What follows belongs to an exercise in optimizing a design on an open flow for small area, a short achievable clock period and few clock cycles per item; a production flow would make more cautious choices.
Only simulation tests tie the RTL to the original design; equivalence was not proved.

==> v19 <==
## htv_yuv2rgb
module htv_yuv2rgb (
    input  wire        clk,
    input  wire        rst,
    input  wire        cfg_we,
    input  wire [4:0]  cfg_addr,
    input  wire [31:0] cfg_wdata,
    input  wire        in_valid,
    output wire        in_ready,
    input  wire [31:0] in_y,
    input  wire [31:0] in_u,
    input  wire [31:0] in_v,
    output wire        out_valid,
    input  wire        out_ready,
    output wire [7:0]  out_r,
    output wire [7:0]  out_g,
    output wire [7:0]  out_b
);
clock: 20.0 ns
lec_check: 0
cap_margin: 20
core_margin: 2
core_utilization: 40
slew_margin: 20
standard.sh (not shown) runs the stock make flow with config.mk's settings and CLKGATE_MAP_FILE= SYNTH_SCRIPT=/design/flow/synth_recipe.tcl, a recipe that flattens the netlist after the stock synthesis.
==> flow/flow/run.sh <==
#!/bin/bash
# The standard layout (the standard.sh, unchanged synthesis), with timing
# repair asked to leave extra setup margin so that the design runs at a
# shorter period than the clock constraint requires. The ORFS logs stay under
# orfs/logs; make's own output goes to flow.log here.
set -euo pipefail
bash standard.sh SETUP_SLACK_MARGIN=14.5 finish > flow.log 2>&1
==> v31 (differences from v19) <==
--- a/flow/design.v
+++ b/flow/design.v
@@ -1,38 +1,39 @@
 module htv_fmul (
     input  wire [37:0] a,
     input  wire [37:0] b,
     input  wire        binc,
-    output wire [67:0] z
+    output wire [72:0] z
 );
     wire        nan  = a[37] | b[37] | (a[36] & b[35]) | (a[35] & b[36]);
     wire        inf  = ~nan & (a[36] | b[36]);
     wire        zero = ~nan & ~inf & (a[35] | b[35]);
     wire [9:0]  e    = a[33:24] + b[33:24] - 10'd127;
     wire [47:0] ps, pc;
     htv_mul24 u_mul (.a(a[23:0]), .b(b[23:0]), .inc(binc), .z_s(ps), .z_c(pc));
     wire [22:0] lo   = {1'b0, ps[21:0]} + {1'b0, pc[21:0]};
     wire [21:0] lp   = ps[21:0] ^ pc[21:0];
     wire [21:0] lk   = {ps[20:0] | pc[20:0], 1'b0};
-    wire        st   = |(lp ^ lk);
+    wire [21:0] lz   = lp ^ lk;           
+    wire [5:0]  stp  = {|lz[21:18], |lz[17:14], |lz[13:10], |lz[9:6], |lz[5:3], |lz[2:0]};
     assign z = {nan, inf, zero, a[34] ^ b[34], e,
-                ps[47:22], pc[47:22], lo[22], st};
+                ps[47:22], pc[47:22], lo[22], stp};
 endmodule
 module htv_pcpa (
-    input  wire [67:0] c,
+    input  wire [72:0] c,
     output wire [54:0] p
 );
-    wire signed [9:0] e = c[63:54];
-    wire [25:0] s = c[53:28] + c[27:2] + {25'd0, c[1]};
+    wire signed [9:0] e = c[68:59];
+    wire [25:0] s = c[58:33] + c[32:7] + {25'd0, c[6]};
     wire signed [9:0] r0w = 10'sd1 - e;
     wire signed [9:0] r1w = -e;
     wire [4:0]  r0 = (r0w <= 10'sd0) ? 5'd0 : (r0w > 10'sd25) ? 5'd25 : r0w[4:0];
     wire [4:0]  r1 = (r1w <= 10'sd0) ? 5'd0 : (r1w > 10'sd25) ? 5'd25 : r1w[4:0];
-    assign p = {c[67:54], r0, r1,
+    assign p = {c[72:59], r0, r1,
                 e >= 10'sd255, e == 10'sd254, e >= 10'sd254, e == 10'sd253,
-                s, c[0]};
+                s, |c[5:0]};
 endmodule
 module htv_fround (
     input  wire [54:0] p,
     output wire [37:0] z
 );
     wire        nan  = p[54];
@@ -1307,13 +1308,13 @@
     wire [26:0] ys  = far ? {26'd0, |my} : {sh[26:1], sh[0] | st};
     wire        ysg = swap ? a[34] : b[34];
     assign z = {nan, inf, isg, x[34] & ysg, x[34] ^ ysg, x[34], x[33:24], x[23:0], ys};
 endmodule
 module htv_fadd2 (
     input  wire [66:0] a,
-    output wire [38:0] z
+    output wire [44:0] z
 );
     wire        nan = a[66];
     wire        inf = a[65];
     wire        sub = a[62];
     wire [26:0] mx  = {a[50:27], 3'b000};
     wire [26:0] ys  = a[26:0];
@@ -1329,26 +1330,29 @@
     wire [26:0] t4 = z2 ? {t3[24:0], 2'd0} : t3;
     wire        z1  = ~t4[26];
     wire [26:0] t5 = z1 ? {t4[25:0], 1'b0} : t4;
     wire [4:0]  lz = {z16, z8, z4, z2, z1};
     wire [26:0] sn = s[27] ? {s[27:2], s[1] | s[0]} : t5;
     wire [9:0]  xe  = a[60:51];
-    wire [9:0]  eh  = xe - {5'd0, z16, z8, z4, 2'b00};
-    wire [9:0]  el  = {z2, z1} == 2'd0 ? eh : {z2, z1} == 2'd1 ? eh - 10'd1 :
-                      {z2, z1} == 2'd2 ? eh - 10'd2 : eh - 10'd3;
-    wire [9:0]  e   = s[27] ? xe + 10'd1 : el;
+    wire [5:0]  sh  = s[27] ? 6'h3F : {1'b0, lz};
     wire        rup = sn[2] & (sn[1] | sn[0] | sn[3]);
     wire        zs  = (s == 28'd0);
     wire        rupc = s[3] & (s[2] | s[1] | s[0] | s[4]);
     wire        rup0 = s[2] & (s[1] | s[0] | s[3]);
     wire        of  = s[27] ? ((xe == 10'd254) | ((xe == 10'd253) & (&s[27:4]) & rupc))
                             : (s[26] & (xe == 10'd254) & (&s[26:3]) & rup0);
     wire        zi  = inf | (~nan & ~zs & of);
     wire        zz  = ~nan & ~inf & zs;
     wire        sg  = inf ? a[64] : zs ? a[63] : a[61];
-    assign z = {rup, nan, zi, zz, sg, e, sn[26:3]};
+    assign z = {rup, nan, zi, zz, sg, xe, sn[26:3], sh};
+endmodule
+module htv_ufix (
+    input  wire [44:0] u,
+    output wire [38:0] z
+);
+    assign z = {u[44:40], u[39:30] - {{4{u[5]}}, u[5:0]}, u[29:6]};
 endmodule
 module htv_yuv2rgb (
     input  wire        clk,
     input  wire        rst,
     input  wire        cfg_we,
     input  wire [4:0]  cfg_addr,
@@ -1366,14 +1370,14 @@
 );
     localparam [4:0] IDX_C_RV     = 5'd14;
     localparam [4:0] IDX_C_GU     = 5'd15;
     localparam [4:0] IDX_C_GV     = 5'd16;
     localparam [4:0] IDX_C_BU     = 5'd17;
     localparam [4:0] IDX_RGBSCALE = 5'd18;
-    localparam [3:0] NCRED = 4'd11;
-    localparam integer NFIFO = 10;    
+    localparam [3:0] NCRED = 4'd12;
+    localparam integer NFIFO = 11;    
     function [37:0] unpack;
         input [31:0] x;
         reg ez, fz, emax;
         begin
             ez   = (x[30:23] == 8'd0);
             fz   = (x[22:0] == 23'd0);
@@ -1475,19 +1479,19 @@
     end
     always @(posedge clk) begin
         y0 <= y0_n;
         u0 <= u0_n;
         v0 <= v0_n;
     end
-    reg         val1, val2, val2a, val3, val4, val5, val6, val7;
-    wire [67:0] m_rv, m_gu, m_gv, m_bu;
+    reg         val1, val2, val2a, val3, val4, val5, val6, val7, val8;
+    wire [72:0] m_rv, m_gu, m_gv, m_bu;
     htv_fmul u_m_rv (.a(c_rv), .b(v0), .binc(1'b0), .z(m_rv));
     htv_fmul u_m_gu (.a(c_gu), .b(u0), .binc(1'b0), .z(m_gu));
     htv_fmul u_m_gv (.a(c_gv), .b(v0), .binc(1'b0), .z(m_gv));
     htv_fmul u_m_bu (.a(c_bu), .b(u0), .binc(1'b0), .z(m_bu));
-    reg  [67:0] p_rv1, p_gu1, p_gv1, p_bu1;
+    reg  [72:0] p_rv1, p_gu1, p_gv1, p_bu1;
     reg  [37:0] y1;
     always @(posedge clk) begin
         p_rv1 <= m_rv;
         p_gu1 <= m_gu;
         p_gv1 <= m_gv;
         p_bu1 <= m_bu;
@@ -1520,106 +1524,119 @@
     always @(posedge clk) begin
         a_r2   <= a_r;
         a_g2   <= a_g;
         a_b2   <= a_b;
         q_gv2a <= q_gv2;
     end
-    wire [38:0] s_r, s_g1, s_b;
+    wire [44:0] s_r, s_g1, s_b;
     htv_fadd2 u_s_r  (.a(a_r2), .z(s_r));
     htv_fadd2 u_s_g1 (.a(a_g2), .z(s_g1));
     htv_fadd2 u_s_b  (.a(a_b2), .z(s_b));
-    reg  [38:0] s_r3, s_g13, s_b3;
+    reg  [44:0] s_r3u, s_g13u, s_b3u;
     reg  [37:0] q_gv3;
     always @(posedge clk) begin
-        s_r3  <= s_r;
-        s_g13 <= s_g1;
-        s_b3  <= s_b;
+        s_r3u  <= s_r;
+        s_g13u <= s_g1;
+        s_b3u  <= s_b;
         q_gv3 <= q_gv2a;
     end
+    wire [38:0] s_r3, s_g13, s_b3;
+    htv_ufix u_f_r  (.u(s_r3u),  .z(s_r3));
+    htv_ufix u_f_g1 (.u(s_g13u), .z(s_g13));
+    htv_ufix u_f_b  (.u(s_b3u),  .z(s_b3));
     wire [66:0] a_g4w;
     htv_fadd u_a_g4 (.a0(s_g13[37:0]), .ar(s_g13[38]), .b(q_gv3), .z(a_g4w));
-    wire [67:0] m_r, m_b;
+    wire [72:0] m_r, m_b;
     htv_fmul u_m_r (.a(scale), .b(s_r3[37:0]), .binc(s_r3[38]), .z(m_r));
     htv_fmul u_m_b (.a(scale), .b(s_b3[37:0]), .binc(s_b3[38]), .z(m_b));
     reg  [66:0] a_g4;
-    reg  [67:0] p_r4, p_b4;
+    reg  [72:0] p_r4, p_b4;
     always @(posedge clk) begin
         a_g4 <= a_g4w;
         p_r4 <= m_r;
         p_b4 <= m_b;
     end
-    wire [38:0] s_g;
+    wire [44:0] s_g;
     htv_fadd2 u_s_g (.a(a_g4), .z(s_g));
     wire [54:0] c_r, c_b;
     htv_pcpa u_c_r (.c(p_r4), .p(c_r));
     htv_pcpa u_c_b (.c(p_b4), .p(c_b));
-    reg  [38:0] s_g5;
+    reg  [44:0] s_g5u;
     reg  [54:0] c_r5, c_b5;
     always @(posedge clk) begin
-        s_g5 <= s_g;
+        s_g5u <= s_g;
         c_r5 <= c_r;
         c_b5 <= c_b;
     end
-    wire [67:0] m_g;
+    wire [38:0] s_g5;
+    htv_ufix u_f_g (.u(s_g5u), .z(s_g5));
+    wire [72:0] m_g;
     htv_fmul u_m_g (.a(scale), .b(s_g5[37:0]), .binc(s_g5[38]), .z(m_g));
-    reg  [67:0] p_g6;
+    reg  [72:0] p_g6;
     wire [7:0]  r8, b8;
     htv_fsat u_t_r (.p(c_r5), .z(r8));
     htv_fsat u_t_b (.p(c_b5), .z(b8));
     reg  [7:0]  r6, b6;
     always @(posedge clk) begin
         p_g6 <= m_g;
         r6   <= r8;
         b6   <= b8;
     end
-    wire [7:0]  g8;
     wire [54:0] c_g;
     htv_pcpa u_c_g (.c(p_g6), .p(c_g));
-    htv_fsat u_t_g (.p(c_g), .z(g8));
-    reg  [7:0]  r7, g7, b7;
+    reg  [54:0] c_g7;
+    reg  [7:0]  r7, b7;
+    always @(posedge clk) begin
+        c_g7 <= c_g;
+        r7   <= r6;
+        b7   <= b6;
+    end
+    wire [7:0]  g8;
+    htv_fsat u_t_g (.p(c_g7), .z(g8));
+    reg  [7:0]  r8q, g8q, b8q;
     always @(posedge clk) begin
-        r7 <= r6;
-        g7 <= g8;
-        b7 <= b6;
+        r8q <= r7;
+        g8q <= g8;
+        b8q <= b7;
     end
-    wire [23:0] res = {r7, g7, b7};
+    wire [23:0] res = {r8q, g8q, b8q};
     always @(posedge clk) begin
         if (rst) begin
             val1 <= 1'b0; val2 <= 1'b0; val2a <= 1'b0; val3 <= 1'b0;
-            val4 <= 1'b0; val5 <= 1'b0; val6 <= 1'b0; val7 <= 1'b0;
+            val4 <= 1'b0; val5 <= 1'b0; val6 <= 1'b0; val7 <= 1'b0; val8 <= 1'b0;
         end else begin
             val1 <= val0 & norm0;
             val2 <= val1; val2a <= val2; val3 <= val2a; val4 <= val3;
-            val5 <= val4; val6 <= val5; val7 <= val6;
+            val5 <= val4; val6 <= val5; val7 <= val6; val8 <= val7;
         end
     end
     reg  [23:0] od;
     reg  [23:0] fifo [0:NFIFO-1];
     reg  [3:0]  wp, rp;
     reg  [3:0]  fc;                       
     wire        free = ~ov | out_ready;
     wire        fne  = (fc != 4'd0);
-    wire        pop  = free & (fne | val7);
+    wire        pop  = free & (fne | val8);
     always @(posedge clk) begin
         if (rst) begin
             ov <= 1'b0;
             wp <= 4'd0;
             rp <= 4'd0;
             fc <= 4'd0;
         end else begin
             if (free)
-                ov <= fne | val7;
+                ov <= fne | val8;
             if (pop)  rp <= (rp == NFIFO - 1) ? 4'd0 : rp + 4'd1;
-            if (val7) wp <= (wp == NFIFO - 1) ? 4'd0 : wp + 4'd1;
-            fc <= fc + {3'd0, val7} - {3'd0, pop};
+            if (val8) wp <= (wp == NFIFO - 1) ? 4'd0 : wp + 4'd1;
+            fc <= fc + {3'd0, val8} - {3'd0, pop};
         end
     end
     always @(posedge clk) begin
         if (free)
             od <= fne ? fifo[rp] : res;
-        if (val7)
+        if (val8)
             fifo[wp] <= res;
     end
     assign out_valid = ov;
     assign out_r = od[23:16];
     assign out_g = od[15:8];
     assign out_b = od[7:0];
==> flow/flow/run.sh (replaced) <==
#!/bin/bash
# The standard layout (the standard.sh, unchanged synthesis), with timing
# repair asked to leave extra setup margin so that the design runs at a
# shorter period than the clock constraint requires. The ORFS logs stay under
# orfs/logs; make's own output goes to flow.log here.
set -euo pipefail
bash standard.sh SETUP_SLACK_MARGIN=14.3 finish > flow.log 2>&1
--- a/flow/config.mk
+++ b/flow/config.mk
@@ -4,8 +4,8 @@
 export VERILOG_FILES = /design/flow/design.v
 export SDC_FILE = /design/flow/constraint.sdc
 export NUM_CORES = 4
 export LEC_CHECK = 0
 export CAP_MARGIN = 20
 export CORE_MARGIN = 2
-export CORE_UTILIZATION = 40
+export CORE_UTILIZATION = 55
 export SLEW_MARGIN = 20
==> comparison <==
v31 completed without violations. v19 produced a clean layout.
Between v31 and v19, the lower routed wire length is in v31 (gap 3.4%, measured against v19).
Between v31 and v19, the lower clock-buffer cell count is in v19 (gap 13).
In v19 the non-clock buffer count is higher than in v31, by 454.
Against v31, the worst hold slack of v19 is higher by 0.051 ns.
In v19 the clock skew is lower than in v31, by 0.096 ns.
Critical path depth: v19 is higher than v31 (14).
Synthesized area is about the same in v19 and v31.
Against v31, the first-iteration DRC count of v19 is lower by 3.2%.
==> figures <==
item                                                                                             v31                      v19
Run status                                                                   complete, no violations  complete, no violations
Relative max-transition margin                                                                 2.27%                    15.0%
Worst reg2reg setup slack                                                                   14.21 ns                 13.77 ns
Area post-placement                                                                     245000 sq um             248000 sq um
Cell total after placement                                                                     30959                    33524
CP Buf/Inv Count                                                                                   4                        5
Share of synthesized cell area in full adder, half adder and majority cells                    36.1%                    36.1%
Worst Hold End                                                                     s_b3u[35]$_DFF_P_            r7[6]$_DFF_P_
Detailed-routed wire length on met2                                                   369000 microns           392000 microns
DP HPWL                                                                               579000 microns           596000 microns
Metal-1 WL                                                                            330000 microns           345000 microns
Hold path start                                                                     a_b2[56]$_DFF_P_         r6[6]$_SDFF_PP0_
Sequential cell area                                                                     45400 sq um              42700 sq um
Clkbuf count                                                                                     308                      295
Area share of the leading cell type in the synthesized netlist                                 29.6%                    29.4%
EDFF count, synth                                                                                390                      366
Testbench counts of v19, summed over its fixed seeds: cycles 4,880, pixels 4,800.
Testbench counts of v31, summed over its fixed seeds: cycles 4,888, pixels 4,800.

==> static timing again, ports no longer ideal <==
In the flow no input, the clock included, has a driving cell. The finished layouts below were timed again as built, in two steps. Step 1 (the two cells are an assumption about what drives the block):
set clk [get_ports {clk}]
set_driving_cell -lib_cell sky130_fd_sc_hd__clkbuf_16 $clk
set_driving_cell -lib_cell sky130_fd_sc_hd__buf_2 [delete_from_list [all_inputs] $clk]
Step 2 also shifts input and output timing later by t, the mid clock arrival at the registers, as if the neighbouring blocks saw the same clock. Slacks: ideal ports / drivers / drivers and shift; pairs: ideal ports / drivers.
run | t (ns) | slack for setup (ns) | worst setup path after step 2 | slew at the worst register clock pin (ns) | worst slew at a driven data input, ns
v19 | 1.095 | 13.774 / 13.774 / 13.628 | input to register | 0.08 / 0.08 | 0.08
v31 | 1.113 | 14.214 / 14.145 / 13.361 | input to register | 0.07 / 0.07 | 0.09
After both steps setup and hold are still met in every run listed. For v31, which loses most, drivers alone change the setup slack by -0.069 ns; drivers and shift together by -0.853 ns.
